This design comes from an exercise in tuning for small area, a short achievable clock period and few clock cycles per item on the open sky130 flow, not from production work. At most, simulation tests tie the RTL to the original design; equivalence was not proved. The RTL of run 1 was laid out without a check of its function.

==> flow/design.v <==
module hsw_split (
    input  wire         clk,
    input  wire         rst,         
    input  wire         start,
    input  wire [15:0]  len,         
    output wire         busy,
    input  wire         in_valid,
    input  wire [31:0]  in_data,
    output wire         in_ready,
    output reg          done,
    output wire [255:0] pen,
    output wire [255:0] init,
    output wire [31:0]  mw,
    output wire [255:0] digest
);
    reg         running;
    reg         pre;         
    reg [5:0]   rnd;         
    reg         f61, f62, f63;   
    reg         last;        
    reg         nlast;       
    reg [13:0]  wcnt;        
    reg         tail;        
    reg [15:0]  msg_len;
    reg [31:0]  H [0:7];     
    reg [31:0]  V [0:7];     
    reg [31:0]  w [0:15];    
    reg [31:0]  pa;          
    reg [31:0]  dh;          
    integer i;
    function [31:0] rotr(input [31:0] x, input integer n);
        rotr = (x >> n) | (x << (32 - n));
    endfunction
    function [31:0] bsig0(input [31:0] x);
        bsig0 = rotr(x, 2) ^ rotr(x, 13) ^ rotr(x, 22);
    endfunction
    function [31:0] bsig1(input [31:0] x);
        bsig1 = rotr(x, 6) ^ rotr(x, 11) ^ rotr(x, 25);
    endfunction
    function [31:0] ssig0(input [31:0] x);
        ssig0 = rotr(x, 7) ^ rotr(x, 18) ^ (x >> 3);
    endfunction
    function [31:0] ssig1(input [31:0] x);
        ssig1 = rotr(x, 17) ^ rotr(x, 19) ^ (x >> 10);
    endfunction
    function [63:0] csa(input [31:0] x, input [31:0] y, input [31:0] z);
        csa = {((x & y) | (x & z) | (y & z)) << 1, x ^ y ^ z};
    endfunction
    function [31:0] add_bk(input [31:0] x, input [31:0] y);
        integer l, j;
        reg [31:0] gg, pp, c;
        begin
            gg = x & y;
            pp = x ^ y;
            for (l = 0; l < 5; l = l + 1)
                for (j = (2 << l) - 1; j < 32; j = j + (2 << l)) begin
                    gg[j] = gg[j] | (pp[j] & gg[j - (1 << l)]);
                    pp[j] = pp[j] & pp[j - (1 << l)];
                end
            for (l = 3; l >= 0; l = l - 1)
                for (j = (3 << l) - 1; j < 32; j = j + (2 << l)) begin
                    gg[j] = gg[j] | (pp[j] & gg[j - (1 << l)]);
                    pp[j] = pp[j] & pp[j - (1 << l)];
                end
            c = {gg[30:0], 1'b0};
            add_bk = x ^ y ^ c;
        end
    endfunction
    localparam [2047:0] KTAB = {
        32'hc67178f2, 32'hbef9a3f7, 32'ha4506ceb, 32'h90befffa,    
        32'h8cc70208, 32'h84c87814, 32'h78a5636f, 32'h748f82ee,    
        32'h682e6ff3, 32'h5b9cca4f, 32'h4ed8aa4a, 32'h391c0cb3,    
        32'h34b0bcb5, 32'h2748774c, 32'h1e376c08, 32'h19a4c116,    
        32'h106aa070, 32'hf40e3585, 32'hd6990624, 32'hd192e819,    
        32'hc76c51a3, 32'hc24b8b70, 32'ha81a664b, 32'ha2bfe8a1,    
        32'h92722c85, 32'h81c2c92e, 32'h766a0abb, 32'h650a7354,    
        32'h53380d13, 32'h4d2c6dfc, 32'h2e1b2138, 32'h27b70a85,    
        32'h14292967, 32'h06ca6351, 32'hd5a79147, 32'hc6e00bf3,    
        32'hbf597fc7, 32'hb00327c8, 32'ha831c66d, 32'h983e5152,    
        32'h76f988da, 32'h5cb0a9dc, 32'h4a7484aa, 32'h2de92c6f,    
        32'h240ca1cc, 32'h0fc19dc6, 32'hefbe4786, 32'he49b69c1,    
        32'hc19bf174, 32'h9bdc06a7, 32'h80deb1fe, 32'h72be5d74,    
        32'h550c7dc3, 32'h243185be, 32'h12835b01, 32'hd807aa98,    
        32'hab1c5ed5, 32'h923f82a4, 32'h59f111f1, 32'h3956c25b,    
        32'he9b5dba5, 32'hb5c0fbcf, 32'h71374491, 32'h428a2f98    
    };
    localparam [2047:0] KROT = {KTAB[31:0], KTAB[2047:32]};
    localparam [255:0] IV = {
        32'h6a09e667, 32'hbb67ae85, 32'h3c6ef372, 32'ha54ff53a,
        32'h510e527f, 32'h9b05688c, 32'h1f83d9ab, 32'h5be0cd19
    };
    localparam [31:0] PA0 = 32'h2b1ec7e9, D0 = 32'h28c289bb;
    wire is_last  = last;
    wire r6x      = (rnd[5:1] == 5'b11111);     
    wire loading  = running & (r6x ? (pre | ~is_last) : (rnd <= 6'd13));
    wire lenword  = is_last & (rnd == 6'd12 || rnd == 6'd13);
    wire partial  = (wcnt == 14'd0) & ~tail;
    wire need_in  = loading & ((wcnt != 14'd0) | (partial & (msg_len[1:0] != 2'd0)));
    wire stall    = need_in & ~in_valid;
    wire adv      = running & ~stall;
    wire finish   = f63 & is_last;
    wire start_ok = start & ~running;
    assign busy     = running;
    assign in_ready = need_in;
    reg [31:0] pad_word;
    always @(*) begin : padding
        integer k;
        pad_word = 32'd0;
        if (lenword) begin
            if (rnd[0])
                pad_word = {13'd0, msg_len, 3'd0};
        end else if (wcnt != 14'd0) begin
            pad_word = in_data;
        end else if (!tail) begin
            for (k = 0; k < 4; k = k + 1) begin
                if (k < msg_len[1:0])
                    pad_word[31-8*k -: 8] = in_data[31-8*k -: 8];
                else if (k == msg_len[1:0])
                    pad_word[31-8*k -: 8] = 8'h80;
            end
        end
    end
    wire [31:0] a = V[0], b = V[1], c = V[2], d = V[3];
    wire [31:0] e = V[4], f = V[5], g = V[6], h = V[7];
    wire [31:0] s1  = bsig1(e);
    wire [31:0] ch  = (e & f) ^ (~e & g);
    wire [31:0] s0  = bsig0(a);
    wire [31:0] maj = (a & b) ^ (a & c) ^ (b & c);
    wire [31:0] xd  = f63 ? dh : 32'd0;
    wire [31:0] a1s, a1c, a2s, a2c, a3s, a3c;
    assign {a1c, a1s} = csa(ch, maj, pa);
    assign {a2c, a2s} = csa(s1, s0, a1s);
    assign {a3c, a3s} = csa(a2s, a2c, a1c);
    wire [31:0] a_new = a3s + a3c;
    wire [31:0] e1s, e1c, e2s, e2c, e3s, e3c;
    assign {e1c, e1s}   = csa(d, xd, pa);
    assign {e2c, e2s}   = csa(e1s, e1c | {31'd0, f63}, ch);    
    assign {e3c, e3s}   = csa(e2s, e2c, s1);
    wire [31:0] e_new = e3s + e3c;
    wire [31:0] sum_a = add_bk(H[3], a);
    wire        f6x   = f61 | f62 | f63;
    wire [31:0] sum_e = add_bk(f6x ? H[7] : H[4], f6x ? e : ~H[0]);
    wire [31:0] w1s, w1c, w2s, w2c;
    assign {w1c, w1s} = csa(w[9], w[0], ssig0(w[1]));
    assign {w2c, w2s} = csa(w1s, w1c, ssig1(w[14]));
    wire [31:0] w_calc = w2s + w2c;
    wire        sched  = (rnd >= 6'd14) && (rnd <= 6'd61);
    wire [31:0] w_in   = sched ? w_calc : pad_word;
    wire [31:0] kx   = KROT[32*rnd +: 32];          
    wire [31:0] hx   = f63 ? H[6] : g;               
    wire [31:0] x0   = f62 ? H[0] : 32'd0;
    wire [31:0] p1s, p1c, p2s, p2c;
    assign {p1c, p1s} = csa(hx, w[15], x0);
    assign {p2c, p2s} = csa(p1s, p1c, kx);
    wire [31:0] pa_n = p2s + p2c;
    wire step    = adv & ~(pre & ~rnd[0]) & ~finish;    
    wire lo_hold = is_last & (f62 | f63);              
    always @(posedge clk) begin
        if (rst) begin
            running <= 1'b0;
            done    <= 1'b0;
        end else if (start_ok) begin
            running <= 1'b1;
            done    <= 1'b0;
            pre     <= 1'b1;
            rnd     <= 6'd62;
            f61     <= 1'b0;
            f62     <= 1'b0;
            f63     <= 1'b0;
            msg_len <= len;
            wcnt    <= len[15:2];
            tail    <= 1'b0;
            last    <= 1'b0;
            for (i = 0; i < 8; i = i + 1)
                H[i] <= IV[255-32*i -: 32];
            V[0] <= IV[223:192]; V[1] <= IV[191:160];
            V[2] <= IV[159:128]; V[3] <= D0;
            V[4] <= IV[95:64];   V[5] <= IV[63:32];
            V[6] <= IV[31:0];    V[7] <= 32'd0;
            pa   <= PA0;
        end else if (adv) begin
            rnd <= rnd + 6'd1;
            f61 <= (rnd == 6'd60);
            f62 <= f61;
            f63 <= f62;
            if (rnd[0])
                pre <= 1'b0;
            if (r6x && !rnd[0])
                nlast <= tail | (wcnt <= 14'd13);
            if (r6x && rnd[0] && (pre || !last))
                last <= nlast;
            if (loading && !lenword) begin
                if (wcnt != 14'd0)
                    wcnt <= wcnt - 14'd1;
                else
                    tail <= 1'b1;
            end
            if (step) begin
                V[0] <= a_new;
                V[1] <= f63 ? sum_a : a;
                V[2] <= f63 ? H[1]  : b;              
                V[3] <= f63 ? H[2]  : c;              
                V[4] <= e_new;
                V[5] <= f63 ? sum_e : e;
                V[6] <= f63 ? H[5]  : f;              
                V[7] <= g;                            
                pa   <= pa_n;
            end
            if (!f6x)
                dh <= sum_e;
            if (f6x) begin
                H[1] <= sum_a;
                H[2] <= H[1];
                H[3] <= H[2];
                H[5] <= sum_e;
                H[6] <= H[5];
                H[7] <= H[6];
            end
            if (f63) begin
                H[0] <= a_new;
                H[4] <= e_new;
            end
            if (finish) begin
                running <= 1'b0;
                done    <= 1'b1;
            end else begin
                if (f61 && is_last) begin
                    for (i = 0; i < 8; i = i + 1)
                        w[i] <= H[i];
                end else if (!lo_hold) begin
                    for (i = 0; i < 8; i = i + 1)
                        w[i] <= w[i+1];
                end
                for (i = 8; i < 15; i = i + 1)
                    w[i] <= w[i+1];
                w[15] <= w_in;
            end
        end
    end
    assign pen    = {V[0], V[1], V[2], V[3], V[4], V[5], V[6], V[7]};
    assign digest = {H[0], H[1], H[2], H[3], H[4], H[5], H[6], H[7]};
    assign init   = {w[0], w[1], w[2], w[3], w[4], w[5], w[6], w[7]};
    assign mw     = w[14];
endmodule
==> flow/flow/run.sh <==
#!/bin/bash
# Own flow: the standard layout (standard.sh, unchanged synthesis, floorplan,
# power grid, placement, CTS and routing), with two ORFS variables set:
#  - BUFFER_PORTS_ARGS: every input and output port still gets its own buffer,
#    but the small sky130_fd_sc_hd__buf_1 instead of the resizer's default pick
#  - SETUP_SLACK_MARGIN: repair_timing works until 5.5 ns of setup slack
# The make output goes to flow_make.log; ORFS keeps each step's log under orfs/logs.
set -euo pipefail
export BUFFER_PORTS_ARGS="-buffer_cell sky130_fd_sc_hd__buf_1"
export SETUP_SLACK_MARGIN=5.5
bash standard.sh > flow_make.log 2>&1
==> flow/standard.sh <==
#!/bin/bash
# synth_recipe.tcl (not shown) runs the flow's synth.tcl, then flattens the netlist and writes it again
# the make line also repeats each setting of config.mk as NAME=value (left out here)
make -C /OpenROAD-flow-scripts/flow DESIGN_CONFIG=/design/flow/config.mk WORK_HOME=/design/flow/orfs CLKGATE_MAP_FILE= SYNTH_SCRIPT=/design/flow/synth_recipe.tcl "${@:-finish}"
==> flow/config.mk <==
export PLATFORM = sky130hd
export DESIGN_NAME = hsw_split
export DESIGN_NICKNAME = hsw_split
export VERILOG_FILES = /design/flow/design.v
export SDC_FILE = /design/flow/constraint.sdc
export NUM_CORES = 4
export LEC_CHECK = 0
export ABC_AREA = 1
export CAP_MARGIN = 20
export CORE_MARGIN = 2
export CORE_UTILIZATION = 40
export CTS_BUF_LIST = sky130_fd_sc_hd__clkbuf_4 sky130_fd_sc_hd__clkbuf_8
export CTS_CLUSTER_DIAMETER = 80
export CTS_CLUSTER_SIZE = 12
export SLEW_MARGIN = 20
==> flow/constraint.sdc <==
create_clock -name core_clock -period 10.0 [get_ports {clk}]
set_input_delay 2.0000 -clock core_clock [delete_from_list [all_inputs] [get_ports {clk}]]
set_output_delay 2.0000 -clock core_clock [all_outputs]
set_load 0.01 [all_outputs]
==> reports/metrics.yaml, run 1 <==
status: "timing/DRC/antenna clean"
ys.flop_type: "edfxtp_1"
nets: 8468
min_period_ps: 4570
area_growth_pct: 18.7
viasPerCell: 5.89
worstSetupPathType: "register to register"
stdcell_area_um2: 80300
synth_edf_count: 1131
fin_skew_ps: 118
track_usage_pct: 41.3
yosys_warnings: 4
cp_max_fo: 6
drc: 0
rrSetupSlack_ps: 5430
hold_path_class: "register to register"
gp_congestion: 1.09
synth_nets: 7377
drt-total-wl_um: 368000
synth_seq_area_share_pct: 50.3
nFillCells: 16121
syn_inst: 6786
post-synth-top-count-cell: "nand2_1"
reg2regPathDepth: 19
cp-start-kind: "register"
reg2reg_from: "V[0][30]$_SDFFCE_PP0P_"
initial_utilization_pct: 40.4
cap_violations: 0
hold_viol: 0
root_buffer: "clkbuf_8"
yosys.area.top_type_share_pct: 50.2
ys_types: 59
core.rowCount: 150
ant_nets: 0
fmax_mhz: 219
cts_max_path_buffers: 3
synth_area_per_cell_um2: 9.97
clock_sinks: 1133
io_buffer_count: 854
vias: 59751
worstSkewPairLatency_ps: 970
crit_start: "V[0][30]$_SDFFCE_PP0P_"
fp.dieH_um: 415
netlist_area_um2: 67700
ys_top_cells_by_area: "edfxtp_1 50%, fa_1 10%, nand2_1 7.6%"
cts_tree: "built"
required_ps: 10690
drt_iter0_markers: 9727
grt_pass1_vias: 54875
timing.final.max_slew_violations: 0
fp.dieW_um: 415
end_kind: "register"
detail_route.first_pass.iterations: 8
dieArea_um2: 172000
post-route-period-util_pct: 45.7
post_drt_wl_per_cell_um: 36.3
setup-violations-final: 0
worstMarginPinSlew_ps: 1260
post-dp-hpwl_um: 289000
cp-endpoint: "V[0][31]$_SDFFCE_PP1P_"
synth_commonest_cells: "1361 x nand2_1, 1186 x inv_1, 1131 x edfxtp_1"
grt_pass1_wl_um: 481000
tns_ps: 0
final_layout_size_suffix_gt1_share_pct: 13.8
cts_max_level: 3
cp.arrival_ps: 5260
antenna_found_initial: 37
grt_max_degree: 173
rsz0062_at_grt: "true"
grt_overflow: 0
core_um2: 168000
numCtsBuffers: 113
ys_ff_latch: 1133
timing.rr.end: "V[0][31]$_SDFFCE_PP1P_"
yosysTopAreaCell: "edfxtp_1"
relSlewSlack_pct: 14.9
async_reset_ff_share_pct: 0
clk_pin_slew_ps: 100
io_pins: 855
placed_cell_area_um2: 73500
==> layout by cell type (no fill, tap or decap), types with 140 or more instances in the layout <==
cell	n
a21oi_1	201
buf_1	853
buf_4	283
edfxtp_1	1131
fa_1	329
ha_1	140
inv_1	1160
nand2_1	1302
nand3_1	207
nor2_1	395
o21ai_0	408
xor2_1	145
==> sequential cells by signal (all words and copies together) (netlist names), 6 cells and up <==
name,count
w,512
H,256
V,256
dh,32
pa,32
msg_len,16
wcnt,14
rnd,6
==> area by class of cell <==
class	instances	area, µm²	area share, %
flip-flops and latches	1133	34000	42.3
multi-input cells	4227	30500	38.0
repair buffers	1193	6430	8.00
inverters	1209	4630	5.76
well taps	2204	2760	3.43
clock buffers	131	1710	2.13
clock inverters	24	231	0.288
diodes	26	65.1	0.0810
==> cell families (layout without fill, tap and decap cells) <==
| kind of cell | Yosys count | after routing | synth area share [%] |
|---|---|---|---|
| compound gates | 1079 | 1079 | 8.90 |
| xor+xnor | 308 | 308 | 3.99 |
| fa+ha+maj | 539 | 539 | 13.8 |
| buf+inv | 1428 | 2557 | 8.19 |
| flops | 1133 | 1133 | 50.3 |
| mux | 93 | 93 | 1.55 |
| other cells | 0 | 26 | 0 |
| simple gates | 2206 | 2208 | 13.4 |
==> timing repair <==
action / CTS / global route
pin swaps: 31 / 64
gates cloned: 5 / 8
gates resized for setup: 323 / 388
hold buffers: 0 / 0
setup endpoints to repair: 504 / 225
hold endpoints to repair: 0 / 0
setup buffers: 162 / 68
==> worst max-delay path, stage by stage (launching register included) <==
cell      delay [ps]
edfxtp_1         390
buf_12           170
inv_1             80
o21ai_0           70
o21ai_1          110
buf_4            190
fa_1             500
inv_1             50
fa_1             550
inv_1             60
fa_2             630
inv_1            130
ha_4             280
a21oi_1          210
a21boi_1         210
nand2_1          190
a21oi_4          210
nand2_2          130
nand3_1          100
nand3_1           70
==> worst min path at each step <==
stage / start / to / depth (start not counted)
floorplan: w[11][0]$_DFFE_PP_ / w[10][0]$_DFFE_PP_ / 0
finish: w[11][7]$_DFFE_PP_ / w[10][7]$_DFFE_PP_ / 0
global placement: w[13][24]$_DFFE_PP_ / w[12][24]$_DFFE_PP_ / 0
detailed placement: w[11][23]$_DFFE_PP_ / w[10][23]$_DFFE_PP_ / 0
global route: w[10][8]$_DFFE_PP_ / w[9][8]$_DFFE_PP_ / 0
CTS: w[11][7]$_DFFE_PP_ / w[10][7]$_DFFE_PP_ / 0
==> routing by layer <==
| layer | wire length, µm | global-route usage [%] | vias to the layer above | part of all wire (%) |
|---|---|---|---|---|
| met1 | 139000 | 55.6 | 29767 | 38 |
| met5 | 126 | 0 | - | 0.034 |
| li1 | - | - | 24419 | - |
| met4 | 31700 | 28.1 | 20 | 8.6 |
| met2 | 152000 | 59.1 | 4687 | 41 |
| met3 | 45100 | 9.49 | 858 | 12 |
==> per-stage QoR <==
stage	hold slack, ps	utilization (%)	std cells	worst slack [ps]
global route	424	47.9	10124	5330
finish	411	47.9	10147	5430
detailed placement	405	43.9	9723	4020
global placement	401	43.9	9723	4040
CTS	412	46.6	10045	5390
floorplan	400	-	6786	1130
==> run 2: changes to the inputs <==
--- a/flow/design.v
+++ b/flow/design.v
@@ -173,10 +173,12 @@
             last    <= 1'b0;
-            for (i = 0; i < 8; i = i + 1)
-                H[i] <= IV[255-32*i -: 32];
-            V[0] <= IV[223:192]; V[1] <= IV[191:160];
-            V[2] <= IV[159:128]; V[3] <= D0;
-            V[4] <= IV[95:64];   V[5] <= IV[63:32];
-            V[6] <= IV[31:0];    V[7] <= 32'd0;
-            pa   <= PA0;
         end else if (adv) begin
+            if (pre && !rnd[0]) begin
+                for (i = 0; i < 8; i = i + 1)
+                    H[i] <= IV[255-32*i -: 32];
+                V[0] <= IV[223:192]; V[1] <= IV[191:160];
+                V[2] <= IV[159:128]; V[3] <= D0;
+                V[4] <= IV[95:64];   V[5] <= IV[63:32];
+                V[6] <= IV[31:0];    V[7] <= 32'd0;
+                pa   <= PA0;
+            end
             rnd <= rnd + 6'd1;
--- a/flow/config.mk
+++ b/flow/config.mk
@@ -13,3 +13,3 @@
 export CTS_CLUSTER_DIAMETER = 80
-export CTS_CLUSTER_SIZE = 12
+export CTS_CLUSTER_SIZE = 14
 export SLEW_MARGIN = 20
==> run 2 against run 1 <==
  * Flip-flop and latch count did not move
  * First-iteration DRC count fell by 2.5%
  * Sequential share of layout area fell by 0.11 points
  * Die area rose by 0.71%
  * Clock skew fell by 35 ps
  * Design area rose by 0.27%
  * Area after synthesis rose by 0.72%
==> reports/metrics.yaml, run 2 <==
status: "timing/DRC/antenna clean"  # unchanged
track_usage_pct: 42.9  # was 41.3%
core.rowCount: 151  # was 150
critPathBufInv: 3  # was 6
cp.arrival_ps: 5200  # was 5260 ps
rsz0062_at_grt: "true"  # unchanged
cts_max_level: 3  # unchanged
antenna_found_initial: 37  # unchanged
fmax_mhz: 221  # was 219 MHz
layout_common_cells: "1556 x nand2_1, 1131 x edfxtp_1, 1043 x inv_1, 853 x buf_1, 476 x nor2_1"  # was 1302 x nand2_1, 1160 x inv_1, 1131 x edfxtp_1, 853 x buf_1, 408 x o21ai_0
setup-violations-final: 0  # unchanged
gp_congestion: 1.08  # was 1.09
cpMostUsedCell: "nand2_1"  # was inv_1
synth_edf_count: 1131  # unchanged
ctsHoldBuffers: 0  # unchanged
yosys.area.top_type_share_pct: 49.8  # was 50.2%
worst_path_largest_cell_delay_ps: 580  # was 630 ps
grt_pass1_wl_um: 496000  # was 481000 µm
cp_max_fo: 7  # was 6
reg2regPathDepth: 15  # was 19
final_layout_size_suffix_gt1_share_pct: 13.0  # was 13.8%
cp_top_family: "adder cells"  # unchanged
async_reset_ff_share_pct: 0  # unchanged
ys_ff_latch: 1133  # unchanged
final_common_cell: "nand2_1"  # unchanged
ys.flop_type: "edfxtp_1"  # unchanged
drc: 0  # unchanged
post-dp-hpwl_um: 302000  # was 289000 µm
yosysTopAreaCell: "edfxtp_1"  # unchanged
grt_max_degree: 162  # was 173
worstSetupPathType: "register to register"  # unchanged
grt_overflow: 0  # unchanged
nets: 8604  # was 8468
path_cells: "buf_4, xnor2_1, xor2_1, fa_1, inv_1, fa_1, ha_1, nand2_1, nor2_1, inv_1, nor2_1, nand2_1, nand2_1, xor2_2, nand2_1"  # was buf_12, inv_1, o21ai_0, o21ai_1, buf_4, fa_1, inv_1, fa_1, inv_1, fa_2, inv_1, ha_4, a21oi_1, a21boi_1, nand2_1, a21oi_4, nand2_2, nand3_1, nand3_1
hold_path_class: "register to register"  # unchanged
fp.dieW_um: 417  # was 415 µm
detail_route.first_pass.iterations: 7  # was 8
grt_pass1_vias: 54440  # was 54875
slowest_stage: "xor2_1"  # was fa_2
clock_sinks: 1133  # unchanged
fin_skew_ps: 83.3  # was 118 ps
relSlewSlack_pct: 11.6  # was 14.9%
post_drt_wl_per_cell_um: 37.3  # was 36.3 µm
viasPerCell: 5.84  # was 5.89
drt-total-wl_um: 384000  # was 368000 µm
end_kind: "register"  # unchanged
yosys_warnings: 4  # unchanged
min_period_ps: 4530  # was 4570 ps
hold_viol: 0  # unchanged
timing.final.max_slew_violations: 0  # unchanged
post-route-period-util_pct: 45.3  # was 45.7%
clk_pin_slew_ps: 100  # about the same
post-synth-top-count-cell: "nand2_1"  # unchanged
ant_nets: 0  # unchanged
synth_nets: 7541  # was 7377
worstSkewPairLatency_ps: 970  # about the same
dp_slack_ps: 4110  # was 4020 ps
vias: 60166  # was 59751
top_regs: "w x512, H x256, V x256"  # unchanged
cts_tree: "built"  # unchanged
largest_reg_flops: 512  # unchanged
cts_max_path_buffers: 3  # unchanged
initial_utilization_pct: 40.3  # was 40.4%
netlist_area_um2: 68100  # was 67700 µm²
area_growth_pct: 18.2  # was 18.7%
synth_seq_area_share_pct: 49.9  # was 50.3%
io_buffer_count: 854  # unchanged
synth_commonest_cells: "1630 x nand2_1, 1131 x edfxtp_1, 1082 x inv_1"  # was 1361 x nand2_1, 1186 x inv_1, 1131 x edfxtp_1
drt_iter0_markers: 9480  # was 9727
cp-start-kind: "register"  # unchanged
fp.dieH_um: 417  # was 415 µm
root_buffer: "clkbuf_8"  # unchanged
crit_cells: 15  # was 19
synth_area_per_cell_um2: 9.81  # was 9.97 µm²
cap_violations: 0  # unchanged
syn_inst: 6945  # was 6786
ys_types: 52  # was 59
tns_ps: 0  # unchanged
regMostFlops: "w"  # unchanged
dieArea_um2: 174000  # was 172000 µm²
core_um2: 169000  # was 168000 µm²
worstMarginPinSlew_ps: 1310  # was 1260 ps
setup_ws_ps: 5470  # was 5430 ps
numCtsBuffers: 105  # was 113
min_path_cells: 0  # unchanged
ys_top_cells_by_area: "edfxtp_1 50%, fa_1 10%, nand2_1 9.0%"  # was edfxtp_1 50%, fa_1 10%, nand2_1 7.6%
rrSetupSlack_ps: 5470  # was 5430 ps
io_pins: 855  # unchanged
required_ps: 10670  # was 10690 ps
==> run 2: changes by cell type after synthesis, sizes merged, moves of 43 or more <==
cell	previous run	this run
o211ai	13	104
nand2	1375	1631
o21ai	543	500
a21oi	261	215
o22ai	74	9
nor2	489	546
clkbuf	110	167
a22oi	73	5
inv	1205	1084
==> run 2: metrics by stage <==
stage / util (%) / hold WS [ps] / area [µm²] / std cells
after floorplan: - / 400 / 68200 / 6945
after detailed placement: 43.8 / 405 / 74100 / 9875
final: 47.6 / 363 / 80500 / 10296
after CTS: 46.2 / 382 / 78100 / 10148
after global placement: 43.8 / 401 / 74100 / 9874
after global routing: 47.5 / 405 / 80500 / 10279
==> run 2: kinds of logic after synthesis <==
| logic type | share of synthesized area [%] |
|---|---|
| AO/OA/AOI/OAI | 8.14 |
| AND/OR/NAND/NOR | 14.8 |
| XOR/XNOR | 4.36 |
| adder cells (fa/ha/maj) | 13.8 |
| buffers and inverters | 7.59 |
| flip-flops | 49.9 |
| multiplexers | 1.44 |
==> run 2: path summary, 6_finish.rpt <==
check	to	start
min reg2reg	w[10][28]$_DFFE_PP_	w[11][28]$_DFFE_PP_
max	V[0][22]$_SDFFCE_PN1P_	V[0][22]$_SDFFCE_PN1P_
min	w[10][28]$_DFFE_PP_	w[11][28]$_DFFE_PP_
max reg2reg	V[0][22]$_SDFFCE_PN1P_	V[0][22]$_SDFFCE_PN1P_
==> run 2: what timing repair did <==
action,4_1_cts,5_1_grt
setup buffers,112,115
setup endpoints to repair,632,354
resized for setup,246,354
cloned,10,7
pin swaps,11,49
==> run 2: cell type report <==
type	count	area, µm²
antenna	26	65.1
tap	2218	2780
inverter	1086	4180
clock inverter	36	462
timing repair buffer	1204	6570
timing repair inverter	1	7.51
clock buffer	115	1530
sequential	1133	34000
fill	16484	88800
multi-input combinational	4477	30900
==> run 2: routing by layer <==
layer	GRT usage, %	up-vias	wire length [µm]
li1	-	24787	-
met1	56.8	30121	145000
met2	63.6	4406	165000
met3	8.72	842	40800
met4	28.9	10	33000
met5	0	-	63
Testbench counts of run 2, summed over its fixed seeds: cycles 334,976, blocks 5,219.
==> run 3: changes to the inputs <==
--- a/flow/config.mk
+++ b/flow/config.mk
@@ -13,3 +13,3 @@
 export CTS_CLUSTER_DIAMETER = 80
-export CTS_CLUSTER_SIZE = 14
+export CTS_CLUSTER_SIZE = 12
 export SLEW_MARGIN = 20
==> run 3 against run 2 <==
  * Still clean on timing, DRC and antenna
  * Clock skew rose by 15 ps
  * Routed wire length rose by 0.31%
  * Register-to-register slack improved by 40 ps
  * Flip-flop and latch count did not move
  * Non-clock buffer count rose by 5
  * Critical path depth did not move
  * Critical path type unchanged
==> reports/metrics.yaml, run 3 <==
synth_top_family_by_area: "simple AND/OR/NAND/NOR gates"  # unchanged
grt_max_degree: 162  # unchanged
io_buffer_count: 854  # unchanged
dieArea_um2: 174000  # unchanged
ctsHoldBuffers: 0  # unchanged
grt.busiest_layer: "met2"  # unchanged
dp_slack_ps: 4110  # unchanged
muxShareOfSynthArea_pct: 1.44  # unchanged
status: "timing/DRC/antenna clean"  # unchanged
async_reset_ff_share_pct: 0  # unchanged
cp.arrival_ps: 5170  # was 5200 ps
post-route-period-util_pct: 45.0  # was 45.3%
netlist_area_um2: 68100  # unchanged
post-synth-top-count-cell: "nand2_1"  # unchanged
path_cells: "buf_4, xnor2_1, xor2_1, fa_1, inv_1, fa_1, ha_1, nand2_1, nor2_1, inv_1, nor2_1, nand2_1, nand2_1, xor2_2, nand2_1"  # unchanged
slowest_stage: "edfxtp_1"  # was xor2_1
cpMostUsedCell: "nand2_1"  # unchanged
area_growth_pct: 18.5  # was 18.2%
drt-total-wl_um: 385000  # was 384000 µm
synthSimpleGateAreaFrac_pct: 14.8  # unchanged
synth_seq_area_share_pct: 49.9  # unchanged
min_period_ps: 4500  # was 4530 ps
synth_nets: 7541  # unchanged
synthXorXnorAreaFrac_pct: 4.36  # unchanged
grt_pass1_wl_um: 497000  # was 496000 µm
cp_max_fo: 7  # unchanged
synth_commonest_cells: "1630 x nand2_1, 1131 x edfxtp_1, 1082 x inv_1"  # unchanged
viasPerCell: 5.86  # was 5.84
fp.dieW_um: 417  # unchanged
track_usage_pct: 43.0  # was 42.9%
relSlewSlack_pct: 10.3  # was 11.6%
setup_ws_ps: 5500  # was 5470 ps
use_met1_pct: 56.8  # about the same
ys.flop_type: "edfxtp_1"  # unchanged
nets: 8619  # was 8604
final_layout_size_suffix_gt1_share_pct: 13.3  # was 13.0%
tns_ps: 0  # unchanged
core_um2: 169000  # unchanged
syn_inst: 6945  # unchanged
synth_area_per_cell_um2: 9.81  # unchanged
end_kind: "register"  # unchanged
ys_top_cells_by_area: "edfxtp_1 50%, fa_1 10%, nand2_1 9.0%"  # unchanged
vias: 60338  # was 60166
fin_util_pct: 47.7  # was 47.6%
detail_route.first_pass.iterations: 8  # was 7
grt_use_met2_pct: 63.5  # was 63.6%
io_pins: 855  # unchanged
grt_overflow: 0  # unchanged
worstMarginPinSlew_ps: 1330  # was 1310 ps
cp-start-kind: "register"  # unchanged
cts_max_level: 3  # unchanged
required_ps: 10680  # was 10670 ps
drc: 0  # unchanged
initial_utilization_pct: 40.3  # unchanged
use_met3_pct: 9.30  # was 8.72%
fin_skew_ps: 98.3  # was 83.3 ps
worst_path_largest_cell_delay_ps: 550  # was 580 ps
yosysTopAreaCell: "edfxtp_1"  # unchanged
timing.final.max_slew_violations: 0  # unchanged
clk_pin_slew_ps: 90  # was 100 ps
root_buffer: "clkbuf_8"  # unchanged
cap_violations: 0  # unchanged
regMostFlops: "w"  # unchanged
clock_sinks: 1133  # unchanged
worstSkewPairLatency_ps: 980  # was 970 ps
hold_viol: 0  # unchanged
yosys.area.top_type_share_pct: 49.8  # unchanged
post-dp-hpwl_um: 302000  # unchanged
cts_tree: "built"  # unchanged
hold_path_class: "register to register"  # unchanged
antenna_found_initial: 24  # was 37
numCtsBuffers: 116  # was 105
layout_common_cells: "1552 x nand2_1, 1131 x edfxtp_1, 1041 x inv_1, 853 x buf_1, 475 x nor2_1"  # was 1556 x nand2_1, 1131 x edfxtp_1, 1043 x inv_1, 853 x buf_1, 476 x nor2_1
final_common_cell: "nand2_1"  # unchanged
yosys_warnings: 4  # unchanged
synth_edf_count: 1131  # unchanged
largest_reg_flops: 512  # unchanged
post_drt_wl_per_cell_um: 37.4  # was 37.3 µm
ant_nets: 0  # unchanged
rsz0062_at_grt: "true"  # unchanged
hold_ws_ps: 378  # was 363 ps
synth_compound_area_share_pct: 8.14  # unchanged
gp_congestion: 1.08  # unchanged
cts_max_path_buffers: 3  # unchanged
ys_types: 52  # unchanged
fp.dieH_um: 417  # unchanged
worstSetupPathType: "register to register"  # unchanged
drt_iter0_markers: 9487  # was 9480
core.rowCount: 151  # unchanged
top_regs: "w x512, H x256, V x256"  # unchanged
ys_ff_latch: 1133  # unchanged
setup-violations-final: 0  # unchanged
synthAdderAreaFrac_pct: 13.8  # unchanged
fmax_mhz: 222  # was 221 MHz
grt_pass1_vias: 54693  # was 54440
-- run 3: cell counts after synthesis --
Identical to the previous run, type by type.
-- run 3: critical path, delay by kind of cell (launching register included) --
kind                       cells  cell delay, ps
xor gates and xnor gates       3            1000
DFF                            1             550
buffers and inverters          3             440
and+or+nand+nor                6             800
adders and majority gates      3            1420
-- run 3: cell type report --
class | count | area, µm²
fillers | 16444 | 88500
flip-flops and latches | 1133 | 34000
multi-input cells | 4477 | 31100
repair buffers | 1209 | 6670
inverters | 1086 | 4180
well taps | 2218 | 2780
clock buffers | 125 | 1680
clock inverters | 29 | 313
diodes | 25 | 62.6
-- run 3: per-stage QoR --
stage / instance area [µm²] / cells
2_1_floorplan: 68200 / 6945
3_3_place_gp: 74100 / 9874
3_5_place_dp: 74100 / 9875
4_1_cts: 78200 / 10150
5_1_grt: 80700 / 10285
6_report: 80800 / 10302
-- run 3: kinds of logic after synthesis --
group / after synthesis
fa+ha+maj: 544
xor+xnor: 339
buf+inv: 1336
compound gates: 977
mux: 87
simple gates: 2529
flops: 1133
-- run 3: final timing paths --
check	startpoint	endpoint	slack (ps)	cells past startpoint
setup / recovery	V[0][22]$_SDFFCE_PN1P_	V[0][22]$_SDFFCE_PN1P_	5500	15
hold / removal	w[11][28]$_DFFE_PP_	w[10][28]$_DFFE_PP_	380	0
setup reg to reg	V[0][22]$_SDFFCE_PN1P_	V[0][22]$_SDFFCE_PN1P_	5500	15
hold reg to reg	w[11][28]$_DFFE_PP_	w[10][28]$_DFFE_PP_	380	0
-- run 3: what timing repair did --
item / CTS / global route
gates cloned: 10 / 7
pin swaps: 11 / 61
endpoints found under the setup margin: 630 / 370
resized for setup: 243 / 382
buffers inserted: 111 / 120
-- run 3: routing by layer --
metal  up-vias  share of wire, %
li1      24821                 -
met1     30215                38
met2      4459                43
met3       827                11
met4        16               8.5
met5         -             0.029
==> run 4: changes to the inputs <==
--- a/flow/config.mk
+++ b/flow/config.mk
@@ -8,3 +8,3 @@
 export ABC_AREA = 1
-export CAP_MARGIN = 20
+export CAP_MARGIN = 10
 export CORE_MARGIN = 2
@@ -14,2 +14,2 @@
 export CTS_CLUSTER_SIZE = 12
-export SLEW_MARGIN = 20
+export SLEW_MARGIN = 10
==> run 4 against run 3 <==
  * Still clean
  * Global-route usage up 0.058 points
  * Area after synthesis unchanged
  * Synthesized cell count unchanged
  * Routed wire length about the same
  * Sequential share of layout area up 0.14 points
  * Critical endpoint is now H[0][26]$_SDFFCE_PN0P_
==> reports/metrics.yaml, run 4 <==
worstMarginPinSlew_ps: 1250  # was 1330 ps
core_um2: 169000  # unchanged
final_cell_count_no_fill: 10295  # was 10302
drt-total-wl_um: 385000  # about the same
dieArea_um2: 174000  # unchanged
timing.rr.end: "H[0][26]$_SDFFCE_PN0P_"  # was V[0][22]$_SDFFCE_PN1P_
reg2reg_from: "V[4][7]$_SDFFCE_PN1P_"  # was V[0][22]$_SDFFCE_PN1P_
grt.busiest_layer: "met2"  # unchanged
yosys.area.top_type_share_pct: 49.8  # unchanged
hold_viol: 0  # unchanged
final_layout_size_suffix_gt1_share_pct: 12.8  # was 13.3%
cp-endpoint: "H[0][26]$_SDFFCE_PN0P_"  # was V[0][22]$_SDFFCE_PN1P_
synth_nets: 7541  # unchanged
synth_area_per_cell_um2: 9.81  # unchanged
clk_pin_slew_ps: 90  # about the same
area_growth_pct: 18.1  # was 18.5%
critPathBufInv: 3  # unchanged
cts_max_path_buffers: 3  # unchanged
layout_common_cells: "1564 x nand2_1, 1131 x edfxtp_1, 1045 x inv_1, 853 x buf_1, 483 x nor2_1"  # was 1552 x nand2_1, 1131 x edfxtp_1, 1041 x inv_1, 853 x buf_1, 475 x nor2_1
ys_types: 52  # unchanged
grt_pass1_vias: 54577  # was 54693
dp_slack_ps: 4110  # about the same
io_pins: 855  # unchanged
dp.cells: 9874  # was 9875
top_regs: "w x512, H x256, V x256"  # unchanged
post-dp-hpwl_um: 302000  # about the same
cp_max_fo: 5  # was 7
slowest_stage: "fa_1"  # was edfxtp_1
setup-violations-final: 0  # unchanged
cts_tree: "built"  # unchanged
required_ps: 10680  # about the same
initial_utilization_pct: 40.3  # unchanged
crit_start: "V[4][7]$_SDFFCE_PN1P_"  # was V[0][22]$_SDFFCE_PN1P_
worstSkewPairLatency_ps: 990  # was 980 ps
fp.dieH_um: 417  # unchanged
cp.arrival_ps: 5170  # about the same
post-synth-top-count-cell: "nand2_1"  # unchanged
nets: 8608  # was 8619
min_period_ps: 4500  # about the same
core.rowCount: 151  # unchanged
cp_top_family: "adder cells"  # unchanged
viasPerCell: 5.83  # was 5.86
numCtsBuffers: 116  # unchanged
clock_sinks: 1133  # unchanged
yosys_warnings: 4  # unchanged
syn_inst: 6945  # unchanged
ys.flop_type: "edfxtp_1"  # unchanged
path_cells: "buf_6, clkinvlp_4, or2_2, o21ai_4, fa_1, fa_1, inv_1, fa_1, ha_4, nand2_2, o211ai_1, nand3_1, nand3_1, nand2_1, nand2_2, nor2_1"  # was buf_4, xnor2_1, xor2_1, fa_1, inv_1, fa_1, ha_1, nand2_1, nor2_1, inv_1, nor2_1, nand2_1, nand2_1, xor2_2, nand2_1
setup_ws_ps: 5500  # about the same
netlist_area_um2: 68100  # unchanged
crit_cells: 16  # was 15
gp_congestion: 1.08  # unchanged
use_met1_pct: 56.2  # was 56.8%
track_usage_pct: 43.1  # was 43.0%
cpMostUsedCell: "fa_1"  # was nand2_1
drc: 0  # unchanged
relSlewSlack_pct: 15.6  # was 10.3%
async_reset_ff_share_pct: 0  # unchanged
post-route-period-util_pct: 45.0  # about the same
regMostFlops: "w"  # unchanged
end_kind: "register"  # unchanged
reg2regPathDepth: 16  # was 15
io_buffer_count: 854  # unchanged
detail_route.first_pass.iterations: 6  # was 8
cap_violations: 0  # unchanged
nFillCells: 16457  # was 16444
status: "timing/DRC/antenna clean"  # unchanged
fmax_mhz: 222  # about the same
grt_pass1_wl_um: 498000  # was 497000 µm
root_buffer: "clkbuf_8"  # unchanged
synth_seq_area_share_pct: 49.9  # unchanged
cts_max_level: 3  # unchanged
synth_commonest_cells: "1630 x nand2_1, 1131 x edfxtp_1, 1082 x inv_1"  # unchanged
largest_reg_flops: 512  # unchanged
yosysTopAreaCell: "edfxtp_1"  # unchanged
worstSetupPathType: "register to register"  # unchanged
grt_max_degree: 162  # unchanged
rsz0062_at_grt: "true"  # unchanged
fp.dieW_um: 417  # unchanged
ys_top_cells_by_area: "edfxtp_1 50%, fa_1 10%, nand2_1 9.0%"  # unchanged
hold_ws_ps: 368  # was 378 ps
timing.final.max_slew_violations: 0  # unchanged
post_drt_wl_per_cell_um: 37.4  # about the same
ant_nets: 0  # unchanged
ys_ff_latch: 1133  # unchanged
cp-start-kind: "register"  # unchanged
worst_path_largest_cell_delay_ps: 550  # about the same
use_met3_pct: 10.7  # was 9.30%
grt_overflow: 0  # unchanged
vias: 60034  # was 60338
drt_iter0_markers: 9325  # was 9487
grt_use_met2_pct: 62.7  # was 63.5%
ctsHoldBuffers: 0  # unchanged
final_common_cell: "nand2_1"  # unchanged
rrSetupSlack_ps: 5500  # about the same
synth_edf_count: 1131  # unchanged
fin_skew_ps: 119  # was 98.3 ps
hold_path_class: "register to register"  # unchanged
antenna_found_initial: 42  # was 24
[run 4: cell types whose count changed in the layout (fill, tap and decap cells not counted), sizes merged]
cell | before | now
buf | 1192 | 1180
inv | 1080 | 1081
clkinv | 10 | 12
o21a | 10 | 11
clkbuf | 132 | 133
diode | 25 | 27
clkinvlp | 23 | 21
[run 4: timing repair]
item                       in CTS  in global routing
setup buffers                 111                109
gates resized for setup       251                339
setup endpoints to repair     630                307
hold endpoints to repair        0                  0
cloned                         11                  6
pin swaps                      13                 54
[run 4: layout make-up]
class / count / area [µm²] / share of cell area, %
Timing Repair Buffer: 1197 / 6530 / 8.11
Tap cell: 2218 / 2780 / 3.45
Inverter: 1086 / 4180 / 5.19
Multi-Input combinational cell: 4478 / 31000 / 38.5
Antenna cell: 27 / 67.6 / 0.0839
Clock inverter: 30 / 303 / 0.376
Sequential cell: 1133 / 34000 / 42.2
Clock buffer: 126 / 1670 / 2.08
[run 4: routing by layer]
metal  wire length (µm)  share of wire (%)
met2             163000                 42
met3              42500                 11
met4              33800                8.8
met5                184              0.048
met1             145000                 38
[run 4: worst reg2reg max path, stage by stage, from the launching register on]
cell and delay [ps]:
edfxtp_1 490, buf_6 180, clkinvlp_4 120, or2_2 310, o21ai_4 100, fa_1 490
fa_1 560, inv_1 50, fa_1 440, ha_4 330, nand2_2 140, o211ai_1 480
nand3_1 180, nand3_1 100, nand2_1 60, nand2_2 120, nor2_1 60
[run 4: worst min path at each step]
stage,from,endpoint,slack [ps],cells past startpoint
floorplan,w[11][0]$_DFFE_PP_,w[10][0]$_DFFE_PP_,400,0
finish,w[11][28]$_DFFE_PP_,w[10][28]$_DFFE_PP_,370,0
detailed placement,w[11][12]$_DFFE_PP_,w[10][12]$_DFFE_PP_,400,0
CTS,w[11][28]$_DFFE_PP_,w[10][28]$_DFFE_PP_,350,0
global placement,w[13][24]$_DFFE_PP_,w[12][24]$_DFFE_PP_,400,0
global route,w[11][28]$_DFFE_PP_,w[10][28]$_DFFE_PP_,390,0
[run 4: stage by stage]
stage                     setup TNS (ps)  util (%)  area, µm²
after floorplan                 -1103900         -      68200
after global placement                 0      43.8      74100
after detailed placement               0      43.8      74100
after CTS                              0      46.2      78200
after global routing                   0      47.5      80500
final                                  0      47.6      80500
[run 4: kinds of logic after synthesis]
group                    count (synthesis)  synth area share, %
AND/OR/NAND/NOR                       2529                 14.8
buffers and inverters                 1336                 7.59
flip-flops                            1133                 49.9
AO/OA/AOI/OAI                          977                 8.14
adder cells (fa/ha/maj)                544                 13.8
XOR/XNOR                               339                 4.36
multiplexers                            87                 1.44
==> run 5: changes to the inputs <==
--- a/flow/flow/run.sh
+++ b/flow/flow/run.sh
@@ -5,3 +5,3 @@
 #    but the small sky130_fd_sc_hd__buf_1 instead of the resizer's default pick
-#  - SETUP_SLACK_MARGIN: repair_timing works until 5.5 ns of setup slack
+#  - SETUP_SLACK_MARGIN: repair_timing works until 5.25 ns of setup slack
 # The make output goes to flow_make.log; ORFS keeps each step's log under orfs/logs.
@@ -9,3 +9,3 @@
 export BUFFER_PORTS_ARGS="-buffer_cell sky130_fd_sc_hd__buf_1"
-export SETUP_SLACK_MARGIN=5.5
+export SETUP_SLACK_MARGIN=5.25
 bash standard.sh > flow_make.log 2>&1
==> run 5 against run 4 <==
  * Count of clock-buffer cells in the layout is the same
  * Clock skew is 1.3 ps higher
==> reports/metrics.yaml, run 5 <==
post_drt_wl_per_cell_um: 37.4  # about the same
status: "timing/DRC/antenna clean"  # unchanged
ys_types: 52  # unchanged
layout_common_cells: "1603 x nand2_1, 1131 x edfxtp_1, 1063 x inv_1, 854 x buf_1, 515 x nor2_1"  # was 1564 x nand2_1, 1131 x edfxtp_1, 1045 x inv_1, 853 x buf_1, 483 x nor2_1
ctsHoldBuffers: 0  # unchanged
clk_pin_slew_ps: 90  # about the same
min_period_ps: 4730  # was 4500 ps
setup-violations-final: 0  # unchanged
async_reset_ff_share_pct: 0  # unchanged
ys_top_cells_by_area: "edfxtp_1 50%, fa_1 10%, nand2_1 9.0%"  # unchanged
post-route-period-util_pct: 47.3  # was 45.0%
worstSkewPairLatency_ps: 1000  # was 990 ps
synth_commonest_cells: "1630 x nand2_1, 1131 x edfxtp_1, 1082 x inv_1"  # unchanged
regMostFlops: "w"  # unchanged
io_buffer_count: 854  # unchanged
cp.arrival_ps: 5530  # was 5170 ps
fmax_mhz: 211  # was 222 MHz
yosys.area.top_type_share_pct: 49.8  # unchanged
reg2regPathDepth: 18  # was 16
yosysTopAreaCell: "edfxtp_1"  # unchanged
end_kind: "register"  # unchanged
syn_inst: 6945  # unchanged
ys.flop_type: "edfxtp_1"  # unchanged
relSlewSlack_pct: 7.44  # was 15.6%
drc: 0  # unchanged
multi_input_area_um2: 29800  # was 31000 µm²
top_regs: "w x512, H x256, V x256"  # unchanged
cap_violations: 0  # unchanged
numCtsBuffers: 116  # unchanged
synth_edf_count: 1131  # unchanged
required_ps: 10810  # was 10680 ps
rrSetupSlack_ps: 5270  # was 5500 ps
ant_nets: 0  # unchanged
grt_overflow: 0  # unchanged
viasPerCell: 5.81  # was 5.83
grt_pass1_wl_um: 494000  # was 498000 µm
slowest_stage: "xnor2_1"  # was fa_1
grt_pass1_vias: 54269  # was 54577
final_common_cell: "nand2_1"  # unchanged
drt-total-wl_um: 381000  # was 385000 µm
timing.rr.end: "V[5][15]$_SDFFCE_PN1P_"  # was H[0][26]$_SDFFCE_PN0P_
reg2reg_from: "f62$_SDFFCE_PP0P_"  # was V[4][7]$_SDFFCE_PN1P_
worstMarginPinSlew_ps: 1370  # was 1250 ps
vias: 59143  # was 60034
clock_sinks: 1133  # unchanged
ff_latch_area_um2: 34000  # unchanged
antenna_found_initial: 37  # was 42
hold_start: "w[11][28]$_DFFE_PP_"  # unchanged
tns_ps: 0  # unchanged
dp_slack_ps: 4110  # unchanged
dieArea_um2: 174000  # unchanged
cts_tree: "built"  # unchanged
initial_utilization_pct: 40.3  # unchanged
path_cells: "clkbuf_8, nor2_4, nand2_4, buf_6, nand2_1, o21ai_0, ha_1, nand2_1, nor2_1, nand3_1, nand2_1, inv_1, o21bai_1, a31oi_1, fa_1, xnor2_1, nand2_1, o211ai_1"  # was buf_6, clkinvlp_4, or2_2, o21ai_4, fa_1, fa_1, inv_1, fa_1, ha_4, nand2_2, o211ai_1, nand3_1, nand3_1, nand2_1, nand2_2, nor2_1
largest_reg_flops: 512  # unchanged
hold_viol: 0  # unchanged
core.rowCount: 151  # unchanged
io_pins: 855  # unchanged
detail_route.first_pass.iterations: 8  # was 6
dp.cells: 9874  # unchanged
nFillCells: 16672  # was 16457
area_growth_pct: 14.7  # was 18.1%
post-dp-hpwl_um: 302000  # unchanged
min_to: "w[10][28]$_DFFE_PP_"  # unchanged
worst_path_largest_cell_delay_ps: 720  # was 550 ps
core_um2: 169000  # unchanged
final_layout_size_suffix_gt1_share_pct: 8.78  # was 12.8%
cp-start-kind: "register"  # unchanged
critPathBufInv: 3  # unchanged
final_cell_count_no_fill: 10183  # was 10295
synth_seq_area_share_pct: 49.9  # unchanged
synth_area_per_cell_um2: 9.81  # unchanged
fp.dieW_um: 417  # unchanged
post-synth-top-count-cell: "nand2_1"  # unchanged
grt_max_degree: 162  # unchanged
netlist_area_um2: 68100  # unchanged
synth_nets: 7541  # unchanged
hold_path_class: "register to register"  # unchanged
gp_congestion: 1.08  # unchanged
cpMostUsedCell: "nand2_1"  # was fa_1
min_path_cells: 0  # unchanged
cp_top_family: "simple AND/OR/NAND/NOR gates"  # was adder cells
root_buffer: "clkbuf_8"  # unchanged
worstSetupPathType: "register to register"  # unchanged
yosys_warnings: 4  # unchanged
cts_max_level: 3  # unchanged
timing.final.max_slew_violations: 0  # unchanged
rsz0062_at_grt: "true"  # unchanged
setup_ws_ps: 5270  # was 5500 ps
nets: 8496  # was 8608
cp_max_fo: 34  # was 5
drt_iter0_markers: 9203  # was 9325
ys_ff_latch: 1133  # unchanged
track_usage_pct: 42.8  # was 43.1%
fin_skew_ps: 120  # was 119 ps
cts_max_path_buffers: 3  # unchanged
fp.dieH_um: 417  # unchanged
==> run 5: worst max-delay path by stage <==
stage	start	end	cells after the start
finish	f62$_SDFFCE_PP0P_	V[5][15]$_SDFFCE_PN1P_	18
global route	f62$_SDFFCE_PP0P_	V[5][31]$_SDFFCE_PN0P_	21
floorplan	start	w[0][0]$_DFFE_PP_	6
global placement	rnd[0]$_SDFFCE_PP0P_	pa[9]$_SDFFCE_PN1P_	22
detailed placement	rnd[0]$_SDFFCE_PP0P_	pa[9]$_SDFFCE_PN1P_	22
CTS	rnd[0]$_SDFFCE_PP0P_	pa[9]$_SDFFCE_PN1P_	22
==> run 5: kinds of logic (layout without fill, tap and decap cells) <==
kind of cell	count (synthesis)	count (layout)	synth area share [%]
compound gates	977	978	8.14
xor+xnor	339	339	4.36
fa+ha+maj	544	544	13.8
buf+inv	1336	2328	7.59
flops	1133	1133	49.9
mux	87	87	1.44
other cells	0	27	0
simple gates	2529	2529	14.8
==> run 5: worst register-to-register path, cell delays in order, from the launching register on <==
cell and delay [ps]:
edfxtp_1 390, clkbuf_8 260, nor2_4 300, nand2_4 230, buf_6 320, nand2_1 230
o21ai_0 160, ha_1 300, nand2_1 60, nor2_1 80, nand3_1 70, nand2_1 170
inv_1 120, o21bai_1 310, a31oi_1 200, fa_1 460, xnor2_1 720, nand2_1 110
o211ai_1 130
==> run 5: final cells by class <==
class / count / share of cell area, %
antenna: 27 / 0.0864
clock buffer: 126 / 2.14
clock inverter: 30 / 0.387
inverter: 1086 / 5.30
multi-input combinational: 4477 / 38.1
sequential: 1133 / 43.5
tap: 2218 / 3.55
timing repair buffer: 1086 / 6.93
==> run 5: layer usage <==
metal | vias up | GRT usage, % | part of all wire, %
li1 | 24573 | - | -
met3 | 836 | 10.3 | 11
met5 | - | 0 | 0.030
met4 | 16 | 29.2 | 8.7
met1 | 29565 | 55.8 | 38
met2 | 4153 | 63.0 | 43
==> run 5: timing repair <==
item	4_1_cts	5_1_grt
endpoints found under the setup margin	483	295
cloned	6	2
setup buffers	70	47
pin swaps	5	12
resized for setup	85	175
==> run 5: through the flow <==
stage	util [%]	hold slack, ps	cell area, µm²
final	46.2	358	78200
after global routing	46.1	390	78100
after CTS	45.5	351	77100
after detailed placement	43.8	405	74100
after global placement	43.8	401	74100
after floorplan	-	400	68200
==> run 6: changes to the inputs <==
--- a/flow/flow/run.sh
+++ b/flow/flow/run.sh
@@ -5,3 +5,3 @@
 #    but the small sky130_fd_sc_hd__buf_1 instead of the resizer's default pick
-#  - SETUP_SLACK_MARGIN: repair_timing works until 5.25 ns of setup slack
+#  - SETUP_SLACK_MARGIN: repair_timing works until 5.65 ns of setup slack
 # The make output goes to flow_make.log; ORFS keeps each step's log under orfs/logs.
@@ -9,3 +9,3 @@
 export BUFFER_PORTS_ARGS="-buffer_cell sky130_fd_sc_hd__buf_1"
-export SETUP_SLACK_MARGIN=5.25
+export SETUP_SLACK_MARGIN=5.65
 bash standard.sh > flow_make.log 2>&1
==> run 6 against run 5 <==
  * Worst setup slack improved by 350 ps
  * Utilization increased by 3.0 points
  * Synthesized cell count stayed put
  * Fmax rose by 8.0%
  * Routed wire length grew 2.2%
  * Count of clock-buffer cells in the layout unchanged
  * Via count rose by 3.1%
  * Cell count is 2.1% higher
  * Die area did not move
  * Clock skew increased by 7.4 ps
  * Sequential share of layout area is 2.6 points lower
  * Critical path type unchanged
==> reports/metrics.yaml, run 6 <==
status: "timing/DRC/antenna clean"  # unchanged
crit_start: "f63$_SDFFCE_PP0P_"  # was f62$_SDFFCE_PP0P_
reg2reg_from: "f63$_SDFFCE_PP0P_"  # was f62$_SDFFCE_PP0P_
nFillCells: 16252  # was 16672
critPathBufInv: 10  # was 3
post-dp-hpwl_um: 302000  # unchanged
post-route-period-util_pct: 43.8  # was 47.3%
required_ps: 10690  # was 10810 ps
cpMostUsedCell: "inv_1"  # was nand2_1
fp.dieW_um: 417  # unchanged
drc: 0  # unchanged
final_layout_size_suffix_gt1_share_pct: 16.7  # was 8.78%
synth_area_per_cell_um2: 9.81  # unchanged
yosys_warnings: 4  # unchanged
syn_inst: 6945  # unchanged
ff_latch_area_um2: 34000  # unchanged
vias: 60973  # was 59143
setup-violations-final: 0  # unchanged
synth_nets: 7541  # unchanged
yosysTopAreaCell: "edfxtp_1"  # unchanged
use_met1_pct: 56.6  # was 55.8%
antenna_found_initial: 33  # was 37
detail_route.first_pass.iterations: 6  # was 8
grt_pass1_vias: 55164  # was 54269
grt_pass1_wl_um: 502000  # was 494000 µm
min_period_ps: 4380  # was 4730 ps
worst_path_largest_cell_delay_ps: 530  # was 720 ps
relSlewSlack_pct: 13.5  # was 7.44%
drt_iter0_markers: 9524  # was 9203
slowest_stage: "fa_1"  # was xnor2_1
post_drt_wl_per_cell_um: 37.4  # about the same
use_met3_pct: 10.7  # was 10.3%
initial_utilization_pct: 40.3  # unchanged
cp-start-kind: "register"  # unchanged
largest_reg_flops: 512  # unchanged
ctsHoldBuffers: 0  # unchanged
dieArea_um2: 174000  # unchanged
cts_max_path_buffers: 3  # unchanged
ys_ff_latch: 1133  # unchanged
rrSetupSlack_ps: 5620  # was 5270 ps
clock_sinks: 1133  # unchanged
rsz0062_at_grt: "true"  # unchanged
core_um2: 169000  # unchanged
layout_common_cells: "1503 x nand2_1, 1131 x edfxtp_1, 1021 x inv_1, 853 x buf_1, 458 x nor2_1"  # was 1603 x nand2_1, 1131 x edfxtp_1, 1063 x inv_1, 854 x buf_1, 515 x nor2_1
cts_tree: "built"  # unchanged
hold_path_class: "register to register"  # unchanged
fp.dieH_um: 417  # unchanged
path_cells: "buf_12, buf_12, buf_16, buf_4, buf_4, bufbuf_16, nand2_1, o21ai_2, fa_2, fa_1, inv_2, ha_4, inv_1, fa_2, inv_1, nand2_1, nand3_2, inv_1, o21bai_2, xor2_1, or2_2"  # was clkbuf_8, nor2_4, nand2_4, buf_6, nand2_1, o21ai_0, ha_1, nand2_1, nor2_1, nand3_1, nand2_1, inv_1, o21bai_1, a31oi_1, fa_1, xnor2_1, nand2_1, o211ai_1
timing.final.max_slew_violations: 0  # unchanged
area_growth_pct: 22.1  # was 14.7%
gp_congestion: 1.08  # unchanged
cts_max_level: 3  # unchanged
grt_overflow: 0  # unchanged
fmax_mhz: 228  # was 211 MHz
synth_commonest_cells: "1630 x nand2_1, 1131 x edfxtp_1, 1082 x inv_1"  # unchanged
numCtsBuffers: 116  # unchanged
grt.busiest_layer: "met2"  # unchanged
cap_violations: 0  # unchanged
cp_top_family: "adder cells"  # was simple AND/OR/NAND/NOR gates
post-synth-top-count-cell: "nand2_1"  # unchanged
cp.arrival_ps: 5060  # was 5530 ps
regMostFlops: "w"  # unchanged
root_buffer: "clkbuf_8"  # unchanged
core.rowCount: 151  # unchanged
top_regs: "w x512, H x256, V x256"  # unchanged
ant_nets: 0  # unchanged
ys_top_cells_by_area: "edfxtp_1 50%, fa_1 10%, nand2_1 9.0%"  # unchanged
ys_types: 52  # unchanged
io_pins: 855  # unchanged
hold_viol: 0  # unchanged
netlist_area_um2: 68100  # unchanged
dp.cells: 9874  # unchanged
multi_input_area_um2: 32500  # was 29800 µm²
drt-total-wl_um: 389000  # was 381000 µm
viasPerCell: 5.86  # was 5.81
hold_ws_ps: 364  # was 358 ps
clk_pin_slew_ps: 90  # about the same
track_usage_pct: 43.5  # was 42.8%
end_kind: "register"  # unchanged
nets: 8709  # was 8496
grt_use_met2_pct: 63.1  # was 63.0%
grt_max_degree: 162  # unchanged
worstMarginPinSlew_ps: 1280  # was 1370 ps
ys.flop_type: "edfxtp_1"  # unchanged
async_reset_ff_share_pct: 0  # unchanged
hold_start: "w[11][28]$_DFFE_PP_"  # unchanged
final_common_cell: "nand2_1"  # unchanged
worstSetupPathType: "register to register"  # unchanged
final_cell_count_no_fill: 10401  # was 10183
cp_max_fo: 14  # was 34
synth_edf_count: 1131  # unchanged
worstSkewPairLatency_ps: 1010  # was 1000 ps
synth_seq_area_share_pct: 49.9  # unchanged
io_buffer_count: 854  # unchanged
yosys.area.top_type_share_pct: 49.8  # unchanged
fin_skew_ps: 127  # was 120 ps
run 6: cell count changes in the layout (fill, tap and decap cells not counted), sizes merged:
cell,previous run,this run
buf,1078,1280
inv,1090,1079
bufbuf,6,14
clkinvlp,12,23
o21a,10,11
diode,27,32
clkbuf,128,130
run 6: layer usage:
layer  routed length, µm  part of all wire [%]  vias to the layer above
met4               35100                   9.0                       12
met5                  98                 0.025                        -
li1                    -                     -                    25035
met1              146000                    37                    30509
met3               44300                    11                      943
met2              164000                    42                     4474
run 6: what timing repair did:
item                                    CTS  global route
setup buffers                           170           146
resized for setup                       474           516
endpoints found under the setup margin  783           361
pin swaps                                52           153
cloned                                   17             5
run 6: cell families after synthesis:
family	share of synthesized area [%]
DFF	49.9
muxes	1.44
AOI/OAI and AO/OA	8.14
and+or+nand+nor	14.8
buffers and inverters	7.59
adders and majority gates	13.8
xor gates and xnor gates	4.36
run 6: cell type report:
class	instances	share of cell area, %
Clock buffer	126	2.01
Tap cell	2218	3.34
Inverter	1086	5.05
Timing Repair Buffer	1298	9.18
Multi-Input combinational cell	4478	39.1
Sequential cell	1133	40.9
Antenna cell	32	0.0963
Clock inverter	30	0.364
run 6: worst paths after layout:
kind / endpoint / depth (start not counted)
setup / recovery: pa[9]$_SDFFCE_PN1P_ / 21
hold / removal: w[10][28]$_DFFE_PP_ / 0
setup reg to reg: pa[9]$_SDFFCE_PN1P_ / 21
hold reg to reg: w[10][28]$_DFFE_PP_ / 0
run 6: through the flow:
stage / util, % / cell area, µm² / setup slack [ps] / setup TNS, ps
2_1_floorplan: - / 68200 / -2480 / -1103900
3_3_place_gp: 43.8 / 74100 / 4240 / 0
3_5_place_dp: 43.8 / 74100 / 4110 / 0
4_1_cts: 47.1 / 79700 / 5580 / 0
5_1_grt: 49.1 / 83100 / 5520 / 0
6_report: 49.1 / 83200 / 5620 / 0

## port drivers added, routing unchanged
How much do the figures lean on ideal ports? The routed layouts below were timed once more, with nothing changed but the port constraints.
Step 1 assumes that a clkbuf_16 drives the clock port and a buf_2 every other input.
Step 2 times the ports against the registers' clock, not the clock port: input delays grow and output delays shrink by t, the midpoint of the rising clock arrivals with the driver on.
Three values: no drivers, after step 1, after step 2; two values: the first two.
run | shift t [ns] | setup WS [ns] | hold WS [ns] | slew at the worst register clock pin (ns)
run 1 | 1.001 | 5.429 / 5.429 / 4.611 | 0.411 / 0.411 / 0.411 | 0.11 / 0.11
run 2 | 1.024 | 5.465 / 5.465 / 4.775 | 0.363 / 0.363 / 0.363 | 0.11 / 0.11
run 3 | 1.007 | 5.504 / 5.504 / 4.577 | 0.378 / 0.378 / 0.378 | 0.10 / 0.10
run 4 | 1.018 | 5.503 / 5.503 / 4.682 | 0.368 / 0.368 / 0.368 | 0.10 / 0.10
run 5 | 1.027 | 5.272 / 5.272 / 4.505 | 0.358 / 0.358 / 0.358 | 0.11 / 0.11
run 6 | 1.021 | 5.623 / 5.597 / 4.897 | 0.364 / 0.364 / 0.364 | 0.11 / 0.11
After both steps every run listed still meets setup and hold. The setup slack of run 3, which loses most, moves by 0.000 ns with the drivers and by -0.927 ns with both steps.
